This design comes from an exercise in tuning for small area, a short achievable clock period and few clock cycles on the open sky130 flow, not from production work. Where RTL was checked, it was by simulation tests only, not by an equivalence proof against the original.

## rev 12
// thermy_ck8
module thermy_ck8 #(
    parameter WMAX = 32,
    parameter AW   = 5,
    parameter [7:0] PRE0 = 8'h51,
    parameter [7:0] PRE1 = 8'h78
) (
    input  wire        clk,
    input  wire        rst,
    input  wire        cmd_valid,
    output wire        cmd_ready,
    input  wire [31:0] cmd_data,
    output reg  [31:0] res,
    output reg         res_valid,
    output wire        out_valid,
    input  wire        out_ready,
    output wire [7:0]  out_data
);
    localparam [2:0] E_ILL = 3'd1, E_ENC = 3'd2, E_CFG = 3'd3, E_SEQ = 3'd4;
    localparam [7:0] OP_NOP = 8'h00, OP_SETCTRL = 8'h01, OP_SETW = 8'h02,
                     OP_SETA = 8'h03, OP_RDREG = 8'h04, OP_CLRERR = 8'h05,
                     OP_RSTRAS = 8'h06, OP_CKCLR = 8'h10, OP_CKUPD = 8'h11,
                     OP_CKRD = 8'h12, OP_FRBT = 8'h20, OP_FRBR = 8'h21,
                     OP_FRPUT = 8'h22, OP_FRI2B = 8'h23, OP_REVB = 8'h24,
                     OP_FCCLR = 8'h30, OP_FCPUT = 8'h31, OP_DQPIX = 8'h40,
                     OP_BPPIX = 8'h50;
    localparam [2:0] FC_IDLE = 3'd0, FC_BUSY = 3'd1, FC_OK = 3'd2, FC_BADPRE = 3'd3,
                     FC_BADTYPE = 3'd4, FC_BADCK = 3'd5, FC_BADTERM = 3'd6;
    localparam [3:0] P_P0 = 4'd0, P_P1 = 4'd1, P_CMD = 4'd2, P_TYPE = 4'd3,
                     P_L0 = 4'd4, P_L1 = 4'd5, P_PAY = 4'd6, P_CK = 4'd7,
                     P_TERM = 4'd8;
    localparam [17:0] DV = 18'd159375;       
    localparam [1:0]  K_BP = 2'd0, K_TH = 2'd1, K_ED = 2'd2;
    reg [2:0]  errcode;
    reg        mode, rev, route;
    reg [2:0]  wc;               
    reg [7:0]  alpha;
    reg [7:0]  ckcrc;
    reg [7:0]  frcmd;
    reg        frtype;
    reg [15:0] frrem;
    reg [2:0]  fcstat;
    reg [3:0]  fcphase;
    reg [7:0]  fccmd;
    reg        fctype;
    reg [15:0] fclen;
    reg [15:0] fcrem;
    reg [7:0]  fccrc;
    reg [4:0]  dqx;
    reg [31:0] dqy;
    reg [4:0]  bpx;
    reg [31:0] bplines;
    reg [31:0] outcnt;
    reg [3:0]  oc_pend;
    reg        dqy_inc, bpl_inc;  
    reg        zrow;             
    reg [7:0]  frcrc;            
    reg [7:0]  bpacc;            
    reg [2:0]  kb;               
    reg [7:0]  dq_hi;            
    reg        dq_w;             
  ...
Size: about 5,000 cells after synthesis, roughly 870 flip-flops, ~79 I/O pins, about 0.049 sq mm of cells after synthesis.
Settings: LEC_CHECK=0, CAP_MARGIN=20, CORE_MARGIN=2, CORE_UTILIZATION=30, CTS_CLUSTER_DIAMETER=150, CTS_CLUSTER_SIZE=20, PLACE_DENSITY=0.45, SLEW_MARGIN=20; clock period 20.0 ns.
standard.sh (not shown) runs the stock make flow with config.mk's settings and CLKGATE_MAP_FILE= SYNTH_SCRIPT=/design/flow/synth_recipe.tcl, a recipe that flattens the netlist after the stock synthesis.
==> flow/flow/run.sh <==
#!/bin/bash
set -euo pipefail
bash standard.sh SETUP_SLACK_MARGIN=14.6 SKIP_GATE_CLONING=1 \
    "BUFFER_PORTS_ARGS=-buffer_cell sky130_fd_sc_hd__buf_4" finish > standard_make.log 2>&1
Testbench counts of rev 12, summed over its fixed seeds: cycles 10,584.
Changes in rev 13 relative to rev 12:
--- a/flow/design.v
+++ b/flow/design.v
@@ -666,19 +666,19 @@
             endcase
         end
     end
     reg  [3:0] i2b_j;            
     wire       i2b_cont = (i2b_j != 4'd0);
     wire ignored = (errcode != 3'd0) && (op != OP_RDREG) && (op != OP_CLRERR) && !i2b_cont;
     wire ok      = i2b_cont || (!ignored && err == 3'd0);
     reg v1, v3, v4, v5, v6, v7;
     wire pp_empty = !(v1 | v3 | v4 | v5 | v6 | v7);
-    localparam TQD = 3;
+    localparam TQD = 4;
     reg [TQD-1:0] q_v;
     reg           tp_v;         
     reg  [1:0]    q_wr;
     wire q_full  = &(q_v | ({{(TQD-1){1'b0}}, tp_v} << q_wr));
     wire q_empty = !(|q_v) && !tp_v;
     reg  hdr_busy;
     wire is_fr   = (op == OP_FRBT) || (op == OP_FRBR);
     wire pushy   = is_fr || (op == OP_FRPUT) || (op == OP_FRI2B) ||
                    (op == OP_DQPIX) || (op == OP_BPPIX);
@@ -919,20 +919,20 @@
     );
     wire [TQD-1:0] unf = q_v & ~q_hdr & ~q_fl;
     reg  [TQD-1:0] fsel;
     reg            found;
     integer qi;
     always @(*) begin
         found = 1'b0;
         fsel  = {TQD{1'b0}};
         for (qi = 0; qi < TQD; qi = qi + 1)
-            if (!found && unf[({1'b0,q_rd} + qi) % TQD]) begin
-                fsel[({1'b0,q_rd} + qi) % TQD] = 1'b1;
+            if (!found && unf[(q_rd + qi) % TQD]) begin
+                fsel[(q_rd + qi) % TQD] = 1'b1;
                 found = 1'b1;
             end
     end
     integer qk;
     always @(posedge clk) begin
         for (qk = 0; qk < TQD; qk = qk + 1) begin
             if (tp_v && q_wr == qk) begin
                 q_hdr[qk] <= tp_hdr; q_cl[qk] <= tp_close; q_rt[qk] <= tp_route;
                 q_rv[qk] <= tp_rev; q_b[qk] <= tp_byte;
@@ -952,21 +952,21 @@
             ph  <= 2'd0;
             frcrc <= 8'd0;
             hdr_busy <= 1'b0;
         end else begin
             for (qk = 0; qk < TQD; qk = qk + 1)
                 if (tp_v && q_wr == qk)
                     q_v[qk] <= 1'b1;
                 else if (e_pop && q_rd == qk)
                     q_v[qk] <= 1'b0;
-            if (tp_v) q_wr <= (q_wr == 2'd2) ? 2'd0 : q_wr + 2'd1;
+            if (tp_v) q_wr <= q_wr + 2'd1;
             tp_v <= t_push;
-            if (e_pop)  q_rd <= (q_rd == 2'd2) ? 2'd0 : q_rd + 2'd1;
+            if (e_pop)  q_rd <= q_rd + 2'd1;
             if (e_go) begin
                 if (ph == 2'd0) begin
                     if (h_hdr) begin
                         frcrc <= 8'd0;
                         if (hj == 3'd5) begin
                             hj <= 3'd0;
                             if (h_cl) ph <= 2'd1;
                         end else
                             hj <= hj + 3'd1;
@@ -980,18 +980,20 @@
                     ph <= 2'd0;
             end
             if (x_ok && is_fr)
                 hdr_busy <= 1'b1;
             else if (e_pop && h_hdr)
                 hdr_busy <= 1'b0;
         end
         if (x_ok && is_fr)
             hdr_hi <= c[23:16];
+        rq_rev <= (op == OP_REVB);
+        rq_b   <= (op == OP_CKRD) ? 8'h04 : b8;
         tp_hdr <= t_hdr; tp_close <= t_close; tp_route <= t_route;
         tp_rev <= t_rev; tp_fill <= t_fill; tp_byte <= t_byte;
     end
     wire load_cin = !cin_v || done;
     wire acc      = cmd_valid && rdy;
     wire sk_v_n   = sk_v ? !load_cin : (acc && !load_cin);
     always @(posedge clk) begin
         if (load_cin) cin <= sk_v ? sk : cmd_data;
         if (!sk_v)    sk  <= cmd_data;
@@ -1086,24 +1088,24 @@
                 OP_SETW: begin
                     wc <= c[5:3];
                     bw <= c[5:3];
                 end
                 OP_RSTRAS: begin
                     kb <= 3'd0;
                     bpacc <= 8'd0;
                 end
                 OP_SETA:   alpha <= b8;
-                OP_RDREG:  begin rq_v <= 1'b1; rq_rev <= 1'b0; rq_b <= b8; end
+                OP_RDREG:  rq_v <= 1'b1;
                 OP_CLRERR: errcode <= 3'd0;
                 OP_CKCLR:  ckcrc <= 8'd0;
                 OP_CKUPD:  ckcrc <= ck_next;
-                OP_CKRD:   begin rq_v <= 1'b1; rq_rev <= 1'b0; rq_b <= 8'h04; end
-                OP_REVB:   begin rq_v <= 1'b1; rq_rev <= 1'b1; rq_b <= b8; end
+                OP_CKRD:   rq_v <= 1'b1;
+                OP_REVB:   rq_v <= 1'b1;
                 OP_FRBT, OP_FRBR: begin
                     frcmd  <= b8;
                     frtype <= op[0];
                     frrem  <= c[23:8];
                 end
                 OP_FCCLR: begin
                     fcstat <= FC_IDLE; fcphase <= P_P0;
                     fccmd <= 8'd0; fctype <= 1'b0;
                     fclen <= 16'd0; fcrem <= 16'd0; fccrc <= 8'd0;
Results
No stage failed in rev 13, and the final checks on the layout all came back clean. Rev 12 ended up with res[0] as its worst setup path endpoint; rev 13 ended up with res[5]. Compared with rev 12, die area in rev 13 increased slightly. From rev 12 to rev 13 the numbers moved as follows: clock-buffer cell count saw an increase, met2 usage saw an increase, portion of the layout cell area used by clock cells saw little to no change, worst setup slack saw an increase. Portion of the post-synthesis area used by sequential elements, rev 12 and rev 13: smaller value in rev 12. Looking at highest metal layer with signal wires, the met4 result is from rev 13; the met5 one comes from rev 12. Relative to rev 12, total of cells resized after clock tree synthesis has decreased by 4.6% in rev 13. Shortest period the worst path allows: rev 13 vs rev 12 down 0.043 ns.
No functional check of the RTL was part of rev 13.

---

## run 1
thermy_ck8, a different RTL version from the one above (not shown whole).
Size: about 5100 cells after synthesis, roughly 880 flip-flops, ~79 I/O pins.
// thermy_ck8
module thermy_ck8 #(
    parameter WMAX = 32,
    parameter AW   = 5,
    parameter [7:0] PRE0 = 8'h51,
    parameter [7:0] PRE1 = 8'h78
) (
    input  wire        clk,
    input  wire        rst,
    input  wire        cmd_valid,
    output wire        cmd_ready,
    input  wire [31:0] cmd_data,
    output reg  [31:0] res,
    output reg         res_valid,
    output wire        out_valid,
    input  wire        out_ready,
    output wire [7:0]  out_data
);
==> flow/config.mk <==
export PLATFORM = sky130hd
export DESIGN_NAME = thermy_ck8
export DESIGN_NICKNAME = thermy_ck8
export VERILOG_FILES = /design/flow/design.v
export SDC_FILE = /design/flow/constraint.sdc
export NUM_CORES = 4
export LEC_CHECK = 0
export CAP_MARGIN = 20
export CORE_MARGIN = 2
export CORE_UTILIZATION = 20
export CTS_CLUSTER_DIAMETER = 150
export CTS_CLUSTER_SIZE = 20
export PLACE_DENSITY = 0.3
export SLEW_MARGIN = 20
==> flow/constraint.sdc <==
create_clock -name core_clock -period 20.0 [get_ports {clk}]
set_input_delay 4.0000 -clock core_clock [delete_from_list [all_inputs] [get_ports {clk}]]
set_output_delay 4.0000 -clock core_clock [all_outputs]
set_load 0.01 [all_outputs]
Scripts as last shown in full above: flow/flow/run.sh
Testbench counts of run 1, summed over its fixed seeds: cycles 10,576.
Setup changes, run 1 to run 2
--- a/flow/design.v
+++ b/flow/design.v
@@ -977,24 +977,26 @@
                 end else if (ph == 2'd1)
                     ph <= 2'd2;
                 else
                     ph <= 2'd0;
             end
             if (x_ok && is_fr)
                 hdr_busy <= 1'b1;
             else if (e_pop && h_hdr)
                 hdr_busy <= 1'b0;
         end
         if (x_ok && is_fr)
             hdr_hi <= c[23:16];
+        rq_rev <= (op == OP_REVB);
+        rq_b   <= (op == OP_CKRD) ? 8'h04 : b8;
         tp_hdr <= t_hdr; tp_close <= t_close; tp_route <= t_route;
         tp_rev <= t_rev; tp_fill <= t_fill; tp_byte <= t_byte;
     end
     wire load_cin = !cin_v || done;
     wire acc      = cmd_valid && rdy;
     wire sk_v_n   = sk_v ? !load_cin : (acc && !load_cin);
     always @(posedge clk) begin
         if (load_cin) cin <= sk_v ? sk : cmd_data;
         if (!sk_v)    sk  <= cmd_data;
         if (rst) begin
             cin_v <= 1'b0;
             sk_v  <= 1'b0;
@@ -1083,30 +1085,30 @@
                     rev   <= c[1];
                     route <= c[2];
                 end
                 OP_SETW: begin
                     wc <= c[5:3];
                     bw <= c[5:3];
                 end
                 OP_RSTRAS: begin
                     kb <= 3'd0;
                     bpacc <= 8'd0;
                 end
                 OP_SETA:   alpha <= b8;
-                OP_RDREG:  begin rq_v <= 1'b1; rq_rev <= 1'b0; rq_b <= b8; end
+                OP_RDREG:  rq_v <= 1'b1;
                 OP_CLRERR: errcode <= 3'd0;
                 OP_CKCLR:  ckcrc <= 8'd0;
                 OP_CKUPD:  ckcrc <= ck_next;
-                OP_CKRD:   begin rq_v <= 1'b1; rq_rev <= 1'b0; rq_b <= 8'h04; end
-                OP_REVB:   begin rq_v <= 1'b1; rq_rev <= 1'b1; rq_b <= b8; end
+                OP_CKRD:   rq_v <= 1'b1;
+                OP_REVB:   rq_v <= 1'b1;
                 OP_FRBT, OP_FRBR: begin
                     frcmd  <= b8;
                     frtype <= op[0];
                     frrem  <= c[23:8];
                 end
                 OP_FCCLR: begin
                     fcstat <= FC_IDLE; fcphase <= P_P0;
                     fccmd <= 8'd0; fctype <= 1'b0;
                     fclen <= 16'd0; fcrem <= 16'd0; fccrc <= 8'd0;
                 end
                 OP_FCPUT: begin
                     case (fcphase)
Summary — maximum cell stage delay along the critical path, run 2 relative to run 1: lower, by 0.04 ns.
When the final numbers for run 2 and run 1 were put side by side, the count of cell types in the netlist turned out to be smaller in run 2.
Worst setup slack after placement was higher in the run labelled run 1.
On run 2: worst hold slack across all endpoints is 0.015 ns higher than what run 1 gave.
Run 2 against run 1: die area decreased by 1.1% relative to the old numbers, total wirelength of the detailed-routed design did not really move.
Run 1 → run 2: design area went down 490 um^2; count of multi-input combinational gates went down about 1.8%.
Delta (run 2 minus run 1): flip-flop and latch count closely matched the old numbers; cell count decreased by about 2% relative to the old numbers; non-clock buffer count decreased by 1 relative to the old numbers.
Function not checked in run 2: the RTL went through the layout flow alone.

[port drivers added, routing unchanged]
The flow's constraints put no driver on any port. The routed layouts listed below were extracted and timed again, unchanged, in two steps. Step 1: set_driving_cell puts a clkbuf_16 on clk and a buf_2 on each other input, an assumption about the parent block. Step 2 times the ports against the registers' clock, not the clock port: input delays grow and output delays shrink by t, the midpoint of the rising clock arrivals with the driver on. Slacks: ideal ports / drivers / drivers and shift; pairs: ideal ports / drivers.
| run | t (ns) | slack for setup (ns) | worst register clock-pin slew, ns | worst data-port slew with drivers (ns) |
|---|---|---|---|---|
| rev 12 | 0.759 | 14.663 / 14.585 / 14.008 | 0.11 / 0.11 | 0.06 |
| rev 13 | 0.747 | 14.706 / 14.620 / 14.051 | 0.10 / 0.10 | 0.09 |
| run 1 | 0.795 | 14.676 / 14.587 / 14.092 | 0.11 / 0.11 | 0.06 |
| run 2 | 0.805 | 14.660 / 14.575 / 14.005 | 0.10 / 0.10 | 0.06 |
After both steps setup and hold are still met in every run listed.
